Context: an optimization exercise on an open-source flow, tuned for small area and a short achievable clock period. The choices shown serve that exercise and are no tape-out recipe.
Function was checked by simulation only, so behaviour that the tests miss may differ from the original.
Power figures rest on the tool's default switching activity, not on a simulated workload.

Design eac32_inspect, start of the top module:
module eac32_inspect (
    input  wire         clk,
    input  wire         rst,
    input  wire         in_valid,
    input  wire [127:0] in_data,
    input  wire [4:0]   in_nbytes,
    input  wire         in_last,
    output reg          rpt_valid,
    output wire [31:0]  rpt_magic,
    output wire [31:0]  rpt_sum,
    output wire [31:0]  rpt_err,
    output wire [31:0]  rpt_explen,
    output wire [31:0]  rpt_lenf,
    output wire [31:0]  rpt_lenb,
    output wire [31:0]  rpt_flags
);
    reg [127:0] d;           
    reg [4:0]   d_nb;
    reg         d_last;
    reg         d_v;         
    reg [31:0]  q;           
    reg         f1, f2;      
    reg         d_short;     
    reg [3:0]   d_keep;      
    wire [2:0]  in_nw = in_nbytes[4:2];
    wire        q_clr;
    wire        q_en  = (in_valid & f1 & (~in_last | (in_nw != 3'd0))) | q_clr;
    wire [3:0]  q_pick = {4{~q_clr}} & {in_nbytes[3:2] == 2'd3, in_nbytes[3:2] == 2'd2,
                                         in_nbytes[3:2] == 2'd1, in_nbytes[3:2] == 2'd0};
    wire [31:0] q_sel = (d[127:96] & {32{q_pick[1]}}) | (d[95:64] & {32{q_pick[2]}}) |
                        (d[63:32]  & {32{q_pick[3]}}) | (d[31:0]  & {32{q_pick[0]}});
    always @(posedge clk) begin
        d_nb   <= in_nbytes;
        d_last <= in_last;
        d_short <= ~f2 & ~(f1 & (in_nw != 3'd0));
        d_v    <= in_valid & ~rst;
        d_keep <= {4{in_valid & ~rst}} &
                  {in_nw[2], in_nw[2] | (in_nw[1] & in_nw[0]), in_nw[2] | in_nw[1], in_nw != 3'd0};
        if (in_valid)
            d <= in_data;
        if (rst) begin
            f1 <= 1'b0;
            f2 <= 1'b0;
        end else if (in_valid) begin
            f1 <= ~in_last;
            f2 <= ~in_last & f1;
        end
        if (q_en)
            q <= q_sel;
    end
    reg [31:0] acc;
    reg [29:0] lenb;
    reg [31:0] magic;
    reg        fresh;        
    wire [2:0] d_nw = d_nb[4:2];
    wire [31:0] m0 = d[127:96] & {32{d_keep[0]}};
    wire [31:0] m1 = d[95:64]  & {32{d_keep[1]}};
    wire [31:0] m2 = d[63:32]  & {32{d_keep[2]}};
    wire [31:0] m3 = d[31:0]   & {32{d_keep[3]}};
    wire [31:0] a0 = acc & {32{~fresh}};
    function [63:0] csa;
        input [31:0] x, y, z;
        reg   [31:0] s, c, h;
        begin
            h = x ^ y;
            s = h ^ z;
            c = (x & y) | (z & h);
  ...
Size in the first run: roughly 290 flip-flops, ~360 I/O pins, ~15000 µm² of cells after synthesis.
export LEC_CHECK = 0
export ABC_CLOCK_PERIOD_IN_PS = 6000
export CAP_MARGIN = 20
export CORE_MARGIN = 2
export CORE_UTILIZATION = 60
export PLACE_DENSITY = 0.7
export SLEW_MARGIN = 20
create_clock -name core_clock -period 25.0 [get_ports {clk}]
standard.sh (not shown) runs the stock make flow with config.mk's settings and CLKGATE_MAP_FILE= SYNTH_SCRIPT=/design/flow/synth_recipe.tcl, a recipe that flattens the netlist after the stock synthesis.
==> flow/flow/run.sh <==
#!/bin/bash
# Standard ORFS layout, with plain buffers on the ports, smaller clock
# buffers and no CTS dummy loads, and timing repair aimed below the period.
set -euo pipefail
bash standard.sh \
  "BUFFER_PORTS_ARGS=-buffer_cell sky130_fd_sc_hd__buf_1" \
  "CTS_ARGS=-sink_clustering_enable -repair_clock_nets -dont_use_dummy_load -buf_list {sky130_fd_sc_hd__clkbuf_8} -sink_clustering_size 20 -sink_clustering_max_diameter 80" \
  "SETUP_SLACK_MARGIN=18.8" \
  finish > make.log 2>&1
Next try:
==> flow/flow/run.sh (replaced) <==
#!/bin/bash
# Standard ORFS layout, with plain buffers on the ports, smaller clock
# buffers and no CTS dummy loads, and timing repair aimed below the period.
set -euo pipefail
bash standard.sh \
  "BUFFER_PORTS_ARGS=-buffer_cell sky130_fd_sc_hd__buf_1" \
  "CTS_ARGS=-sink_clustering_enable -repair_clock_nets -dont_use_dummy_load -buf_list {sky130_fd_sc_hd__clkbuf_4 sky130_fd_sc_hd__clkbuf_8}" \
  "SETUP_SLACK_MARGIN=18.8" \
  finish > make.log 2>&1
Wire length increases by about 0.9%.
Maximum frequency stays flat.
Count of clock-buffer cells in the layout increases by 29.
Utilization increases by 1.1 points.
Area after synthesis stays the same.
Next try:
==> flow/flow/run.sh (replaced) <==
#!/bin/bash
# Standard ORFS layout, with plain buffers on the ports, smaller clock
# buffers and no CTS dummy loads, and timing repair aimed below the period.
set -euo pipefail
bash standard.sh \
  "BUFFER_PORTS_ARGS=-buffer_cell sky130_fd_sc_hd__buf_1" \
  "CTS_ARGS=-sink_clustering_enable -repair_clock_nets -dont_use_dummy_load -buf_list {sky130_fd_sc_hd__clkbuf_8 sky130_fd_sc_hd__clkbuf_16} -sink_clustering_size 20 -sink_clustering_max_diameter 80" \
  "SETUP_SLACK_MARGIN=18.8" \
  finish > make.log 2>&1
What happened:
- worst setup slack gets better by 0.044 ns
- worst hold slack hardly moves
- power goes down by about 5%
- cell area goes down by about 1.2%
- clock skew goes up by 0.0051 ns
- global-route usage goes down by 0.35 points
- combinational power hardly moves
- via count goes down by about 0.75%
- first-iteration DRC count goes up by 5.3%
Next try:
==> flow/flow/run.sh (replaced) <==
#!/bin/bash
# Standard ORFS layout, with plain buffers on the ports, smaller clock
# buffers and no CTS dummy loads, and timing repair aimed below the period.
set -euo pipefail
bash standard.sh \
  "BUFFER_PORTS_ARGS=-buffer_cell sky130_fd_sc_hd__buf_1" \
  "CTS_ARGS=-sink_clustering_enable -repair_clock_nets -dont_use_dummy_load -buf_list {sky130_fd_sc_hd__clkbuf_8} -sink_clustering_size 16 -sink_clustering_max_diameter 60" \
  "SETUP_SLACK_MARGIN=18.8" \
  finish > make.log 2>&1
The new run finished clean.
Area after synthesis does not change.
Global-route usage is about the same.
Cell count is higher slightly.
Sequential share of layout area hardly moves.
Setup slack gets worse by 0.073 ns.
Fmax went down slightly.
Final area hardly moves.
Count of clock-buffer cells in the layout rose by 7.
Worst hold slack hardly moves.


build 36:
Another version of the RTL of eac32_inspect (not shown whole).
Size: ~360 I/O pins, about 15,000 µm² of cells after synthesis.
==> flow/design.v (excerpt) <==
module eac32_inspect (
    input  wire         clk,
    input  wire         rst,
    input  wire         in_valid,
    input  wire [127:0] in_data,
    input  wire [4:0]   in_nbytes,
    input  wire         in_last,
    output reg          rpt_valid,
    output wire [31:0]  rpt_magic,
    output wire [31:0]  rpt_sum,
    output wire [31:0]  rpt_err,
    output wire [31:0]  rpt_explen,
    output wire [31:0]  rpt_lenf,
    output wire [31:0]  rpt_lenb,
    output wire [31:0]  rpt_flags
);
Settings: LEC_CHECK=0, ABC_CLOCK_PERIOD_IN_PS=6000, CAP_MARGIN=20, CORE_MARGIN=2, CORE_UTILIZATION=60, PLACE_DENSITY=0.7, SLEW_MARGIN=20; clock period 25.0 ns.
==> flow/flow/run.sh <==
#!/bin/bash
# Standard ORFS layout, with plain buffers on the ports, smaller clock
# buffers and no CTS dummy loads, and timing repair aimed below the period.
set -euo pipefail
bash standard.sh \
  "BUFFER_PORTS_ARGS=-buffer_cell sky130_fd_sc_hd__buf_1" \
  "CTS_ARGS=-sink_clustering_enable -repair_clock_nets -dont_use_dummy_load -buf_list {sky130_fd_sc_hd__clkbuf_8 sky130_fd_sc_hd__clkbuf_16} -sink_clustering_size 20 -sink_clustering_max_diameter 80" \
  "SETUP_SLACK_MARGIN=18.5" SKIP_REPAIR_TIE_FANOUT=1 \
  finish > make.log 2>&1
Build 36: flow completed, timing, DRC and antenna clean
## Diff of input files: build 26 against build 36
--- a/flow/flow/run.sh
+++ b/flow/flow/run.sh
@@ -6,4 +6,4 @@
   "BUFFER_PORTS_ARGS=-buffer_cell sky130_fd_sc_hd__buf_1" \
   "CTS_ARGS=-sink_clustering_enable -repair_clock_nets -dont_use_dummy_load -buf_list {sky130_fd_sc_hd__clkbuf_8 sky130_fd_sc_hd__clkbuf_16} -sink_clustering_size 20 -sink_clustering_max_diameter 80" \
-  "SETUP_SLACK_MARGIN=18.5" SKIP_REPAIR_TIE_FANOUT=1 \
+  "SETUP_SLACK_MARGIN=18.65" SKIP_REPAIR_TIE_FANOUT=1 \
   finish > make.log 2>&1
Findings:
- Wire length went down by a few percent going from build 36 to build 26.
- Any difference in clock share of power between build 26 and build 36 is small enough to ignore.
- Compared to build 36, build 26 has maximum fanout along the worst path 33 lower.
- Data arrival time of the critical path in build 26 vs build 36: down 5.18 ns
- Summary: with build 36 as the reference, global-route wire length before repair in build 26 moved down by a few percent.
- The sequential cell area of build 26 and that of build 36 are within noise of each other.
- On clock buffer and inverter area fraction after layout, build 26 and build 36 are neck and neck.
- Build 26 ends up with a minimum clock period that is 0.050 ns lower than in build 36.
- Count of placed standard cells in the final layout, fillers left out essentially unchanged between build 36 and build 26.
- Relative to build 36, worst reg2reg path depth has decreased by 1 in build 26.
Input changes introduced in build 73 (baseline for comparison: build 26):
==> flow/flow/run.sh <==
#!/bin/bash
# Standard ORFS layout, with plain buffers on the ports, smaller clock
# buffers and no CTS dummy loads, and timing repair aimed below the period.
set -euo pipefail
bash standard.sh \
  "BUFFER_PORTS_ARGS=-buffer_cell sky130_fd_sc_hd__buf_1" \
  "CTS_ARGS=-sink_clustering_enable -repair_clock_nets -dont_use_dummy_load -buf_list {sky130_fd_sc_hd__clkbuf_16} -sink_clustering_size 30 -sink_clustering_max_diameter 200" \
  "SETUP_SLACK_MARGIN=18.65" \
  finish > make.log 2>&1
[summary]
- On final worst-path cycle share, build 26 and build 73 are basically level.
- Taking build 26 as the reference, in build 73 per-cell via count in the routed design has decreased, fraction of area in registers down 0.52 points.
- Going from build 26 to build 73, critical path depth rose 4; post-route cell area rose about 1.1%.
- Having completed the whole flow, build 73 delivered a layout that passed the timing, design-rule and antenna checks.
The inputs of build 79 differ from those of build 73 as listed below.
==> flow/flow/run.sh <==
#!/bin/bash
# Standard ORFS layout, with plain buffers on the ports, smaller clock
# buffers and no CTS dummy loads, and timing repair aimed below the period.
set -euo pipefail
bash standard.sh \
  "BUFFER_PORTS_ARGS=-buffer_cell sky130_fd_sc_hd__buf_1" \
  "CTS_ARGS=-sink_clustering_enable -repair_clock_nets -dont_use_dummy_load -buf_list {sky130_fd_sc_hd__clkbuf_8 sky130_fd_sc_hd__clkbuf_16} -sink_clustering_size 20 -sink_clustering_max_diameter 80" \
  "SETUP_SLACK_MARGIN=18.65" \
  finish > make.log 2>&1
[summary]
Measured against each other, build 79 and build 73 differ in clock latency at the later pin of the worst-skew pair, the higher figure coming from build 79.
met3 capacity usage during global routing was higher in build 79 than in build 73.
Build 79 vs build 73, power per cell area went up by about 2.5%.
As far as tightest hold margin is concerned, build 79 and build 73 perform about the same.
Edits applied to the flow inputs when going from build 79 to build 45:
--- a/flow/flow/run.sh
+++ b/flow/flow/run.sh
@@ -6,4 +6,4 @@
   "BUFFER_PORTS_ARGS=-buffer_cell sky130_fd_sc_hd__buf_1" \
   "CTS_ARGS=-sink_clustering_enable -repair_clock_nets -dont_use_dummy_load -buf_list {sky130_fd_sc_hd__clkbuf_8 sky130_fd_sc_hd__clkbuf_16} -sink_clustering_size 20 -sink_clustering_max_diameter 80" \
-  "SETUP_SLACK_MARGIN=18.65" \
+  "SETUP_SLACK_MARGIN=18.9" SKIP_REPAIR_TIE_FANOUT=1 \
   finish > make.log 2>&1
Notes after the runs:
- Cmp build 45 and build 79 / via count / higher: build 45
- On violation count after the first detailed-routing iteration: build 45 sits above build 79.
- Reported for build 45 and build 79, fraction of the mapped netlist area in adder cells turned out identical to the last digit.
- The met3 routed wirelength of build 45 falls short of that of build 79 by 130 µm.
- Min register-to-register slack across build 45 and build 79: build 79
- Going from build 79 to build 45, final area saw an increase, half-perimeter wire length after placement saw an increase, total power saw an increase.
- The number of global-route vias before repair of build 79 and that of build 45 are within noise of each other.
- In the flow results for build 45 and build 79, the count of clock-buffer cells in the layout is larger on build 45.
- Cmp build 45 and build 79 / sequential share of layout area / lower: build 45

-- static timing again, ports no longer ideal --
The flow's constraints put no driver on any port. The routed layouts listed below were extracted and timed again, unchanged, in two steps. Step 1 sets driving cells, clkbuf_16 on the clock port and buf_2 on the other inputs (assumed; they add their load-dependent delay and slew). Step 2, shift: input delay + t, output delay - t, t = (earliest + latest rising clock arrival at the registers) / 2. This alone moves slack from input paths to output paths. a / b / c = no drivers / after step 1 / after step 2; a / b = the first two.
run | shift t [ns] | setup slack, ns | latest minus earliest clock arrival (ns) | worst register clock-pin slew, ns
the first run of note 1 | 0.581 | 18.748 / 18.698 / 18.326 | 0.038 / 0.038 | 0.12 / 0.12
the second run of note 1 | 0.588 | 18.757 / 18.707 / 18.324 | 0.029 / 0.030 | 0.06 / 0.06
the third run of note 1 | 0.555 | 18.801 / 18.747 / 18.418 | 0.028 / 0.028 | 0.09 / 0.09
the fourth run of note 1 | 0.596 | 18.728 / 18.679 / 18.344 | 0.055 / 0.056 | 0.10 / 0.10
build 36 | 0.552 | 18.686 / 18.679 / 18.137 | 0.039 / 0.038 | 0.09 / 0.09
build 26 | 0.546 | 18.736 / 18.686 / 18.194 | 0.014 / 0.014 | 0.09 / 0.09
build 73 | 0.519 | 18.753 / 18.732 / 18.238 | 0.067 / 0.066 | 0.12 / 0.12
build 79 | 0.543 | 18.753 / 18.717 / 18.236 | 0.050 / 0.050 | 0.09 / 0.09
build 45 | 0.530 | 18.733 / 18.682 / 18.472 | 0.055 / 0.055 | 0.09 / 0.09
After both steps every run listed still meets setup and hold. The setup slack of build 36, which loses most, moves by -0.007 ns with the drivers and by -0.549 ns with both steps.
